This design comes from an exercise in tuning for small area, a short achievable clock period and few clock cycles on the open sky130 flow, not from production work. No functional check of the RTL was part of this run. No activity file was given, so power comes from the tool's default toggle rates.

==> flow/config.mk <==
export PLATFORM = sky130hd
export DESIGN_NAME = via_block
export DESIGN_NICKNAME = via_block
export VERILOG_FILES = /design/flow/design.v
export SDC_FILE = /design/flow/constraint.sdc
export NUM_CORES = 4
export LEC_CHECK = 0
export CAP_MARGIN = 20
export CORE_MARGIN = 2
export CORE_UTILIZATION = 40
export PLACE_DENSITY = 0.6
export SLEW_MARGIN = 20
==> flow/constraint.sdc <==
create_clock -name core_clock -period 10.0 [get_ports {clk}]
set_input_delay 2.0000 -clock core_clock [delete_from_list [all_inputs] [get_ports {clk}]]
set_output_delay 2.0000 -clock core_clock [all_outputs]
set_load 0.01 [all_outputs]
==> flow/design.v <==
module seq_div (
    input  wire        clk,
    input  wire        rst,
    input  wire        start,
    input  wire [31:0] dividend,
    input  wire [16:0] divisor,    
    output wire        busy,
    output wire        done,
    output wire [16:0] rem,
    output wire        q_lsb
);
    reg [31:0] num;      
    reg [16:0] part;     
    reg [5:0]  count;
    wire [20:0] ge;
    genvar i;
    generate
        for (i = 0; i < 21; i = i + 1) begin : g_ge
            if (i < 16) assign ge[i] = ~|divisor[16:i+1];
            else        assign ge[i] = 1'b1;
        end
    endgenerate
    wire [20:0] wide  = {part, num[31:28]};
    wire        skip  = (count >= 6'd4) && ~|(wide & ge);
    wire [17:0] shifted = {part, num[31]};
    wire [17:0] diff    = shifted - {1'b0, divisor};
    wire        fits    = ~diff[17];
    wire [16:0] part_n = skip ? wide[16:0] : (fits ? diff[16:0] : shifted[16:0]);
    wire [5:0]  count_n = skip ? count - 6'd4 : count - 6'd1;
    assign busy  = count != 6'd0;
    assign done  = busy && count_n == 6'd0;
    assign rem   = part_n;
    assign q_lsb = ~skip & fits;
    always @(posedge clk) begin
        if (rst) begin
            count <= 6'd0;
        end else if (start) begin
            num   <= dividend;
            part  <= 17'd0;
            count <= 6'd32;
        end else if (busy) begin
            num   <= skip ? {num[27:0], 4'd0} : {num[30:0], 1'b0};
            part  <= part_n;
            count <= count_n;
        end
    end
endmodule
module via_unit (
    input  wire        clk,
    input  wire        rst,         
    input  wire        rd,          
    input  wire        wr,          
    input  wire        debug,       
    input  wire [3:0]  reg_idx,
    input  wire [7:0]  wdata,
    input  wire        mreset,      
    input  wire        pulse,       
    input  wire        t1_we,
    input  wire [16:0] step_t1,
    input  wire        step_t1_run,
    input  wire        step_pb7,
    input  wire        step_ifr6,
    input  wire        t2_we,
    input  wire [16:0] step_t2,
    input  wire        step_t2_run,
    input  wire        step_ifr5,
    output reg  [7:0]  orb,
    output reg  [7:0]  ora,
    output reg  [7:0]  ddrb,
    output reg  [7:0]  ddra,
    output reg  [7:0]  acr,
    output reg  [15:0] t1_latch,
    output reg  [16:0] t1,          
    output reg  [16:0] t2,
    output reg         t1_run,
    output reg         t2_run,
    output reg         pb7,
    output reg  [31:0] pulses,
    output reg  [7:0]  rdata,
    output wire        irq
);
    reg [15:0] t2_latch;
    reg [7:0]  sr;
    reg [7:0]  pcr;
    reg [6:0]  ifr;
    reg [6:0]  ier;
    assign irq = |(ifr & ier);
    wire keep_cb2 = ~pcr[7] & pcr[5];
    wire keep_ca2 = ~pcr[3] & pcr[1];
    always @(*) begin
        case (reg_idx)
            4'd0:  rdata = orb;
            4'd1:  rdata = ora;
            4'd2:  rdata = ddrb;
            4'd3:  rdata = ddra;
            4'd4:  rdata = t1[7:0];
            4'd5:  rdata = t1[15:8];
            4'd6:  rdata = t1_latch[7:0];
            4'd7:  rdata = t1_latch[15:8];
            4'd8:  rdata = t2[7:0];
            4'd9:  rdata = t2[15:8];
            4'd10: rdata = sr;
            4'd11: rdata = acr;
            4'd12: rdata = pcr;
            4'd13: rdata = {irq, ifr};
            4'd14: rdata = {1'b1, ier};
            default: rdata = ora;
        endcase
    end
    always @(posedge clk) begin
        if (rst) begin
            orb <= 8'd0; ora <= 8'd0; ddrb <= 8'd0; ddra <= 8'd0;
            acr <= 8'd0; pcr <= 8'd0; sr <= 8'd0;
            ifr <= 7'd0; ier <= 7'd0;
            t1_latch <= 16'd0; t2_latch <= 16'd0;
            t1 <= 17'd0; t2 <= 17'd0;
            t1_run <= 1'b0; t2_run <= 1'b0; pb7 <= 1'b0;
            pulses <= 32'd0;
        end else if (mreset) begin
            orb <= 8'd0; ora <= 8'd0; ddrb <= 8'd0; ddra <= 8'd0;
            acr <= 8'd0; pcr <= 8'd0;
            ifr <= 7'd0; ier <= 7'd0;
            t1_run <= 1'b0; t2_run <= 1'b0; pb7 <= 1'b0;
            pulses <= 32'd0;
        end else if (pulse) begin
            pulses <= pulses + 32'd1;
        end else if (t1_we || t2_we) begin
            if (t1_we) begin
                t1     <= step_t1;
                t1_run <= step_t1_run;
                pb7    <= step_pb7;
                if (step_ifr6) ifr[6] <= 1'b1;
            end
            if (t2_we) begin
                t2     <= step_t2;
                t2_run <= step_t2_run;
                if (step_ifr5) ifr[5] <= 1'b1;
                pulses <= 32'd0;
            end
        end else if (rd && !debug) begin
            case (reg_idx)
                4'd0: begin
                    ifr[4] <= 1'b0;
                    if (!keep_cb2) ifr[3] <= 1'b0;
                end
                4'd1, 4'd15: begin
                    ifr[1] <= 1'b0;
                    if (!keep_ca2) ifr[0] <= 1'b0;
                end
                4'd4:  ifr[6] <= 1'b0;
                4'd8:  ifr[5] <= 1'b0;
                4'd10: ifr[2] <= 1'b0;
                default: ;
            endcase
        end else if (wr) begin
            case (reg_idx)
                4'd0: begin
                    ifr[4] <= 1'b0;
                    if (!keep_cb2) ifr[3] <= 1'b0;
                    orb <= wdata;
                end
                4'd1, 4'd15: begin
                    ifr[1] <= 1'b0;
                    if (!keep_ca2) ifr[0] <= 1'b0;
                    ora <= wdata;
                end
                4'd2:  ddrb <= wdata;
                4'd3:  ddra <= wdata;
                4'd4, 4'd6: t1_latch[7:0] <= wdata;
                4'd5: begin
                    t1_latch[15:8] <= wdata;
                    ifr[6] <= 1'b0;
                    t1     <= {1'b0, wdata, t1_latch[7:0]};
                    t1_run <= 1'b1;
                    pb7    <= 1'b0;
                end
                4'd7: begin
                    t1_latch[15:8] <= wdata;
                    ifr[6] <= 1'b0;
                end
                4'd8:  t2_latch[7:0] <= wdata;
                4'd9: begin
                    t2_latch[15:8] <= wdata;
                    ifr[5] <= 1'b0;
                    t2     <= {1'b0, wdata, t2_latch[7:0]};
                    t2_run <= 1'b1;
                end
                4'd10: begin
                    ifr[2] <= 1'b0;
                    sr <= wdata;
                end
                4'd11: acr <= wdata;
                4'd12: pcr <= wdata;
                4'd13: ifr <= ifr & ~wdata[6:0];
                4'd14: begin
                    if (wdata[7]) ier <= ier | wdata[6:0];
                    else          ier <= ier & ~wdata[6:0];
                end
                default: ;
            endcase
        end
    end
endmodule
module via_block (
    input  wire        clk,
    input  wire        rst,
    input  wire        cmd_valid,
    output wire        cmd_ready,
    input  wire [2:0]  cmd_op,       
    input  wire        cmd_unit,     
    input  wire        cmd_debug,    
    input  wire [3:0]  cmd_reg,
    input  wire [31:0] cmd_data,     
    input  wire        i2c_sda_in,   
    input  wire        ser_atn,
    input  wire        ser_clk,
    input  wire        ser_data,
    input  wire [3:0]  joy_data,     
    output reg         rsp_valid,
    output reg  [7:0]  rsp_rdata,
    output reg         rsp_i2c_step,
    output wire        irq1,
    output wire        irq2,
    output wire        pb7_1,
    output wire        pb7_2,
    output reg         i2c_sda_out,
    output reg         i2c_scl_out,
    output reg         joy_latch,
    output reg         joy_clk
);
    localparam OP_READ  = 3'd0;
    localparam OP_WRITE = 3'd1;
    localparam OP_STEP  = 3'd2;
    localparam OP_PULSE = 3'd3;
    localparam OP_RESET = 3'd4;
    localparam I2C_DATA_BIT = 0;
    localparam I2C_CLK_BIT  = 1;
    localparam JOY_LATCH_BIT = 2;
    localparam JOY_CLK_BIT  = 3;
    localparam SER_ATN_BIT  = 5;
    localparam SER_CLK_BIT  = 6;
    localparam SER_DATA_BIT = 7;
    reg         e_valid;
    reg  [2:0]  e_op;
    reg         e_unit;
    reg         e_debug;
    reg  [3:0]  e_reg;
    reg  [31:0] e_data;
    reg         e_sda, e_atn, e_sclk, e_sdata;
    reg  [3:0]  e_joy;
    wire div_busy, div_done;
    assign cmd_ready = ~(e_valid & div_busy);
    wire accept = cmd_valid & cmd_ready;
    wire go     = e_valid & ~div_busy;
    always @(posedge clk) begin
        if (rst) begin
            e_valid <= 1'b0;
        end else if (accept) begin
            e_valid <= 1'b1;
        end else if (go) begin
            e_valid <= 1'b0;
        end
    end
    always @(posedge clk) begin
        if (accept) begin
            e_op    <= cmd_op;
            e_unit  <= cmd_unit;
            e_debug <= cmd_debug;
            e_reg   <= cmd_reg;
            e_data  <= cmd_data;
            e_sda   <= i2c_sda_in;
            e_atn   <= ser_atn;
            e_sclk  <= ser_clk;
            e_sdata <= ser_data;
            e_joy   <= joy_data;
        end
    end
    wire is_rd    = go && e_op == OP_READ;
    wire is_wr    = go && e_op == OP_WRITE;
    wire is_step  = go && e_op == OP_STEP;
    wire is_pulse = go && e_op == OP_PULSE;
    wire is_reset = go && e_op == OP_RESET;
    wire [7:0]  orb     [0:1];
    wire [7:0]  ora     [0:1];
    wire [7:0]  ddrb    [0:1];
    wire [7:0]  ddra    [0:1];
    wire [7:0]  acr     [0:1];
    wire [15:0] t1_latch[0:1];
    wire [16:0] t1      [0:1];
    wire [16:0] t2      [0:1];
    wire        t1_run  [0:1];
    wire        t2_run  [0:1];
    wire        pb7     [0:1];
    wire [31:0] pulses  [0:1];
    wire [7:0]  rdata   [0:1];
    wire        irq     [0:1];
    reg         d_unit;          
    wire        t1_we_fast, t2_we;
    reg  [16:0] res_t1;
    reg         res_t1_run, res_pb7, res_ifr6;
    reg  [16:0] res_t2;
    reg         res_t2_run, res_ifr5;
    wire [16:0] div_t1;
    wire        div_t1_run, div_pb7;
    genvar g;
    generate
        for (g = 0; g < 2; g = g + 1) begin : unit
            via_unit u (
                .clk        (clk),
                .rst        (rst),
                .rd         (is_rd    && e_unit == g),
                .wr         (is_wr    && e_unit == g),
                .debug      (e_debug),
                .reg_idx    (e_reg),
                .wdata      (e_data[7:0]),
                .mreset     (is_reset),
                .pulse      (is_pulse && e_unit == g),
                .t1_we      ((t1_we_fast && e_unit == g) || (div_done && d_unit == g)),
                .step_t1    (div_done ? div_t1     : res_t1),
                .step_t1_run(div_done ? div_t1_run : res_t1_run),
                .step_pb7   (div_done ? div_pb7    : res_pb7),
                .step_ifr6  (div_done ? d_run      : res_ifr6),
                .t2_we      (t2_we && e_unit == g),
                .step_t2    (res_t2),
                .step_t2_run(res_t2_run),
                .step_ifr5  (res_ifr5),
                .orb        (orb[g]),
                .ora        (ora[g]),
                .ddrb       (ddrb[g]),
                .ddra       (ddra[g]),
                .acr        (acr[g]),
                .t1_latch   (t1_latch[g]),
                .t1         (t1[g]),
                .t2         (t2[g]),
                .t1_run     (t1_run[g]),
                .t2_run     (t2_run[g]),
                .pb7        (pb7[g]),
                .pulses     (pulses[g]),
                .rdata      (rdata[g]),
                .irq        (irq[g])
            );
        end
    endgenerate
    assign irq1  = irq[0];
    assign irq2  = irq[1];
    assign pb7_1 = pb7[0];
    assign pb7_2 = pb7[1];
    wire [7:0] pa_ext;
    assign pa_ext[7:4] = e_joy;
    assign pa_ext[3:2] = 2'b00;
    assign pa_ext[I2C_CLK_BIT]  = i2c_scl_out;
    assign pa_ext[I2C_DATA_BIT] = e_sda;
    wire [7:0] pb_ext;
    assign pb_ext[SER_DATA_BIT] = e_sdata;
    assign pb_ext[SER_CLK_BIT]  = e_sclk;
    assign pb_ext[SER_ATN_BIT]  = e_atn;
    assign pb_ext[4:0] = 5'd0;
    wire [7:0] pa_read1 = (ora[0] & ddra[0]) | (pa_ext & ~ddra[0]);
    wire [7:0] pb_read1 = acr[0][1] ? 8'd0 : ((orb[0] & ddrb[0]) | (pb_ext & ~ddrb[0]));
    wire porta_reg = (e_reg == 4'd1) || (e_reg == 4'd15);
    reg [7:0] read_value;
    always @(*) begin
        read_value = rdata[e_unit];
        if (e_unit == 1'b0) begin
            if (e_reg == 4'd0)
                read_value = pb_read1;
            else if (porta_reg)
                read_value = pa_read1;
        end
    end
    wire i2c_step_now = go && e_unit == 1'b0 && porta_reg &&
                        ((e_op == OP_READ && !e_debug) || e_op == OP_WRITE);
    wire bridge_wr = is_wr && e_unit == 1'b0;
    wire push_reg  = e_reg <= 4'd3 || e_reg == 4'd15;
    wire [7:0] new_ora  = (porta_reg)     ? e_data[7:0] : ora[0];
    wire [7:0] new_ddra = (e_reg == 4'd3) ? e_data[7:0] : ddra[0];
    always @(posedge clk) begin
        if (rst) begin
            i2c_sda_out <= 1'b1;
            i2c_scl_out <= 1'b1;
            joy_latch   <= 1'b0;
            joy_clk     <= 1'b0;
        end else if (bridge_wr) begin
            if (push_reg) begin
                i2c_sda_out <= ~new_ddra[I2C_DATA_BIT] | new_ora[I2C_DATA_BIT];
                i2c_scl_out <= ~new_ddra[I2C_CLK_BIT]  | new_ora[I2C_CLK_BIT];
                joy_latch   <= new_ora[JOY_LATCH_BIT];
                joy_clk     <= new_ora[JOY_CLK_BIT];
            end else if (e_reg == 4'd12) begin
                if (e_data[7:5] == 3'b110) i2c_scl_out <= 1'b0;
                if (e_data[7:5] == 3'b111) i2c_scl_out <= 1'b1;
            end
        end
    end
    wire [31:0] k     = e_data;
    wire [16:0] t1m   = t1[e_unit];
    wire [15:0] l1m   = t1_latch[e_unit];
    wire [7:0]  acrm  = acr[e_unit];
    wire        run1m = t1_run[e_unit];
    wire        pb7m  = pb7[e_unit];
    wire [16:0] c1    = t1m + 17'd1;                       
    wire        und1  = k > {15'd0, c1};
    wire [31:0] r1    = k - {15'd0, c1} - 32'd1;           
    wire [19:0] x1    = {4'd0, l1m} - r1[19:0];            
    wire        once1 = (r1[31:19] == 13'd0) && (x1[19] == 1'b0 || x1 == 20'hFFFFF);
    wire        slow  = und1 && !once1;
    always @(*) begin
        res_t1     = t1m - k[16:0];
        res_t1_run = run1m;
        res_pb7    = pb7m;
        res_ifr6   = 1'b0;
        if (und1) begin
            res_t1 = x1[16:0];
            if (run1m) begin
                res_ifr6   = 1'b1;
                res_pb7    = ~pb7m;
                res_t1_run = acrm[6];
            end
        end
    end
    wire [16:0] t2m   = t2[e_unit];
    wire [31:0] e2    = acrm[5] ? pulses[e_unit] : k;
    wire [16:0] c2    = t2m + 17'd1;
    wire        und2  = e2 > {15'd0, c2};
    wire [31:0] r2    = e2 - {15'd0, c2} - 32'd1;
    wire [16:0] y2    = {1'b0, r2[15:0]} - {1'b0, r2[31:16]};    
    wire [16:0] t2u   = y2[16] ? (17'h1FFFE - y2) : (17'h0FFFF - y2);
    always @(*) begin
        res_t2     = t2m - e2[16:0];
        res_t2_run = t2_run[e_unit];
        res_ifr5   = 1'b0;
        if (und2) begin
            res_t2 = t2u;
            if (t2_run[e_unit]) begin
                res_ifr5   = 1'b1;
                res_t2_run = 1'b0;
            end
        end
    end
    assign t2_we      = is_step;
    assign t1_we_fast = is_step && !slow;
    reg  d_run, d_cont, d_pb7;
    wire [16:0] div_rem;
    wire        div_q_lsb;
    wire [15:0] l1d = t1_latch[d_unit];
    always @(posedge clk) begin
        if (is_step && slow) begin
            d_unit <= e_unit;
            d_run  <= run1m;
            d_cont <= acrm[6];
            d_pb7  <= pb7m;
        end
    end
    seq_div divider (
        .clk(clk), .rst(rst), .start(is_step && slow),
        .dividend(r1), .divisor({1'b0, l1d} + 17'd2),
        .busy(div_busy), .done(div_done), .rem(div_rem), .q_lsb(div_q_lsb)
    );
    assign div_t1     = {1'b0, l1d} - div_rem;
    assign div_t1_run = d_run & d_cont;
    assign div_pb7    = d_pb7 ^ (d_run & (d_cont ? ~div_q_lsb : 1'b1));
    always @(posedge clk) begin
        if (rst) begin
            rsp_valid    <= 1'b0;
            rsp_i2c_step <= 1'b0;
        end else begin
            rsp_valid    <= (go && !(e_op == OP_STEP && slow)) || div_done;
            rsp_i2c_step <= i2c_step_now;
        end
    end
    always @(posedge clk) begin
        rsp_rdata <= read_value;
    end
endmodule
==> flow/run.sh <==
#!/bin/bash
# synth_recipe.tcl (not shown) runs the flow's synth.tcl, then flattens the netlist and writes it again
# the make line also repeats each setting of config.mk as NAME=value (left out here)
make -C /OpenROAD-flow-scripts/flow DESIGN_CONFIG=/design/flow/config.mk WORK_HOME=/design/flow/orfs CLKGATE_MAP_FILE= SYNTH_SCRIPT=/design/flow/synth_recipe.tcl finish
==> impl_metrics.csv <==
group,metric,value,unit
synthesis,ys_top_cells_by_area,"dfxtp_1, edfxtp_1, nand2_1",
synthesis,synth_area,31100,um2
detailed_routing,drt_first_pass_iters,8,
setup_path,slowest_stage,"a2111oi_1",
floorplan,die_area,80000,um2
synthesis,synth_cells,3976,
grt,grt_start_max_net_pins,91,
sta,period_share,0.859,
grt,grtUsageTotal,0.292,
synthesis,avgSynthCellArea,7.82,um2
sta,period_needed,8590,ps
clock_network,clock_sinks,449,
sta,setup_viol,0,
clock_network,h-tree-depth,2,
pwr,power_density,211,nW/um2
pwr,ir_drop,0.125,mV
grt,antenna_found_initial,2,
setup_path,worst_ep_arrival_time,9140,ps
sta,rsz0062_at_grt,"false",
clock_network,post_cts_resize_count,0,
synthesis,synth_warnings,3,
setup_path,start_kind,"flop",
final_layout,area_growth,11.2,%
detailed_routing,drc,0,
clock_network,clock_tree.root_cell,"clkbuf_16",
placed_design,post-dp-hpwl,88300,um
pwr,p_total,7.30,mW
clock_network,post_cts_buffers,0,
sta,max_freq,0.116,GHz
final_layout,largest_register,"unit.u.pulses",
final_layout,layout_common_cells,"nand2_1, a21oi_1, nor2_1",
floorplan,ioPinCount,71,
placed_design,io_buffers,70,
floorplan,rows,102,
setup_path,worstSetupPathType,"reg2reg",
final_layout,num_antenna_cells,0,
status,status,"timing/DRC/antenna clean",
pwr,p_leak,12.7,nW
sta,fin_skew,53.5,ps
placed_design,gp_congestion,0.971,
final_layout,drive_above_1_share,0.0676,
setup_path,cpPeakStageDelay,810,ps
clock_network,cts-buffers-inserted,53,
grt,grt_pass1_vias,28000,
detailed_routing,routedWlPerCell,23.8,um
sta,tightest_slew,1110,ps
final_layout,layout_commonest_cell,"nand2_1",
synthesis,ys.flop_type,"dfxtp_1",
clock_network,clk_pin_slew,60,ps
grt,overflow,0,
sta,setup_ws,1410,ps
synthesis,ys_async_sr_fraction,0,
detailed_routing,via_per_inst,6.07,
synthesis,synth_top_cell_area_share,0.223,
floorplan,core_area,77200,um2
sta,tns,0,ps
min_path,hp-class,"reg2reg",
floorplan,start_util,0.403,
setup_path,end_kind,"flop",
setup_path,worstPathRequired,10550,ps
grt,grt_first_pass_wirelength,177000,um
synthesis,ys_seq_area_frac,0.322,
final_layout,largest_register_ffs,64,
detailed_routing,drtIter0Drc,3905,
sta,hold_violations,0,
detailed_routing,ant_nets,0,
synthesis,ys_ff_latch,449,
sta,maxSlewHeadroom,0.258,
floorplan,dieWidth,283,um
clock_network,ctsHoldBuffers,0,
synthesis,synth_nets,4180,
synthesis,yosysUniqueCellTypes,99,
final_layout,reg_top3,"unit.u.pulses x64, unit.u.t1 x34, unit.u.t2 x34",
final_layout,layout.nets,4155,
floorplan,fp.dieH,283,um
synthesis,synth-edff-count,102,
synthesis,synth_top_area_cell,"dfxtp_1",
sta,slew_violations,0,
job,drv_cap,0,
placed_design,dp_slack,1310,ps
clock_network,clockBufferDepth,3,
setup_path,crit_fanout,32,
final_layout,final_util,0.448,
detailed_routing,wirelength,120000,um
clock_network,clk-insertion-delay-late,640,ps
detailed_routing,num_vias,30600,
clock_network,cts_tree,"done",
setup_path,critPathMostFrequentCell,"a21o_1",
## logic make-up after synthesis
| kind of cell | share of synthesized area |
|---|---|
| AO/OA/AOI/OAI | 0.225 |
| XOR/XNOR | 0.0566 |
| adder cells (fa/ha/maj) | 0.0631 |
| buffers and inverters | 0.0434 |
| flip-flops | 0.322 |
| multiplexers | 0.0649 |
| AND/OR/NAND/NOR | 0.225 |
## cell type report
cell class / instances / area (um2)
multi-input combinational: 3190 / 19900
inverter: 126 / 473
clock buffer: 62 / 1420
tap: 1040 / 1300
clock inverter: 36 / 359
sequential: 449 / 10000
timing repair buffer: 131 / 1160
fill: 7793 / 42600
## path summary, 6_finish.rpt
kind	startpoint	end	slack (ps)	cells past startpoint
max	e_unit	unit[0].u.t2[15]	1410	29
min	unit[0].u.orb[6]	unit[0].u.orb[6]	450	2
max reg2reg	e_unit	unit[0].u.t2[15]	1410	29
min reg2reg	unit[0].u.orb[6]	unit[0].u.orb[6]	450	2
## where the power goes
group          switching [mW]  leakage (nW)  total, mW  internal, mW
sequential              0.168          3.77       2.24          2.07
combinational            1.93          8.01       3.05          1.12
clock                   0.843         0.892       2.01          1.17
## worst max-delay path: cells and delay by family (launching register included)
family                     cells  cell delay [ps]
buffers and inverters          2              580
and+or+nand+nor               10             2510
DFF                            1              450
adders and majority gates      2              590
AOI/OAI and AO/OA             11             3220
muxes                          1              400
xor gates and xnor gates       3              740
## Yosys cell counts, types with 21 or more instances
master    count
inv_1       124
and3_1       42
o211ai_1     26
buf_2        27
nand4_1      43
nand2b_1     30
or3_1        41
o21ai_0     183
a22o_1       21
o22ai_1      24
nand2_1     668
a211oi_1     42
a21oi_1     406
nand3_1     117
a22oi_1      62
mux2i_1     124
a21o_1       32
xnor2_1     128
nor3_1       96
and2_1       22
a221oi_1     34
dfxtp_1     347
edfxtp_1    102
a311oi_1     40
mux2_2       66
clkbuf_1    163
a31oi_1      21
nor2b_1      33
xor2_1       73
ha_1        144
o21a_1       36
nor2_1      384
## per-stage QoR
stage          cells  hold WS, ps  cell area [um2]
6_report        5034          452            34600
3_3_place_gp    4936          437            32800
5_1_grt         5034          468            34600
4_1_cts         5034          451            34600
3_5_place_dp    4936          442            32800
2_1_floorplan   3976          432            31100
## layer usage
metal | global-route usage | up-vias | wire (um)
met2 | 0.444 | 1457 | 50800
met5 | 0 | - | 28
met1 | 0.403 | 14500 | 51400
met4 | 0.121 | 4 | 5590
met3 | 0.0590 | 286 | 12100
li1 | - | 14300 | -

what the ideal ports hide:
In the flow no input, the clock included, has a driving cell. The finished layout below was timed again as built, in two steps.
Step 1, drivers: a clkbuf_16 drives clk and a buf_2 each remaining input, both assumed.
Step 2 adds t to the input delays and takes it off the output delays; t is the mean of the earliest and latest rising clock arrival at the registers after step 1. Input paths then give back, and output paths get back, about the clock's delay inside the block.
Slacks: no drivers / after step 1 / after step 2; pairs: no drivers / after step 1.
t, ns: 0.685
setup WS [ns]: 1.412 / 1.412 / 1.412
worst setup path at the end: register to register
worst slew at a driven data input, ns: 0.06
pins driven straight from the clock port: 1
After both steps this run still meets setup and hold. For this run, drivers alone change the setup slack by 0.000 ns; drivers and shift together by 0.000 ns.
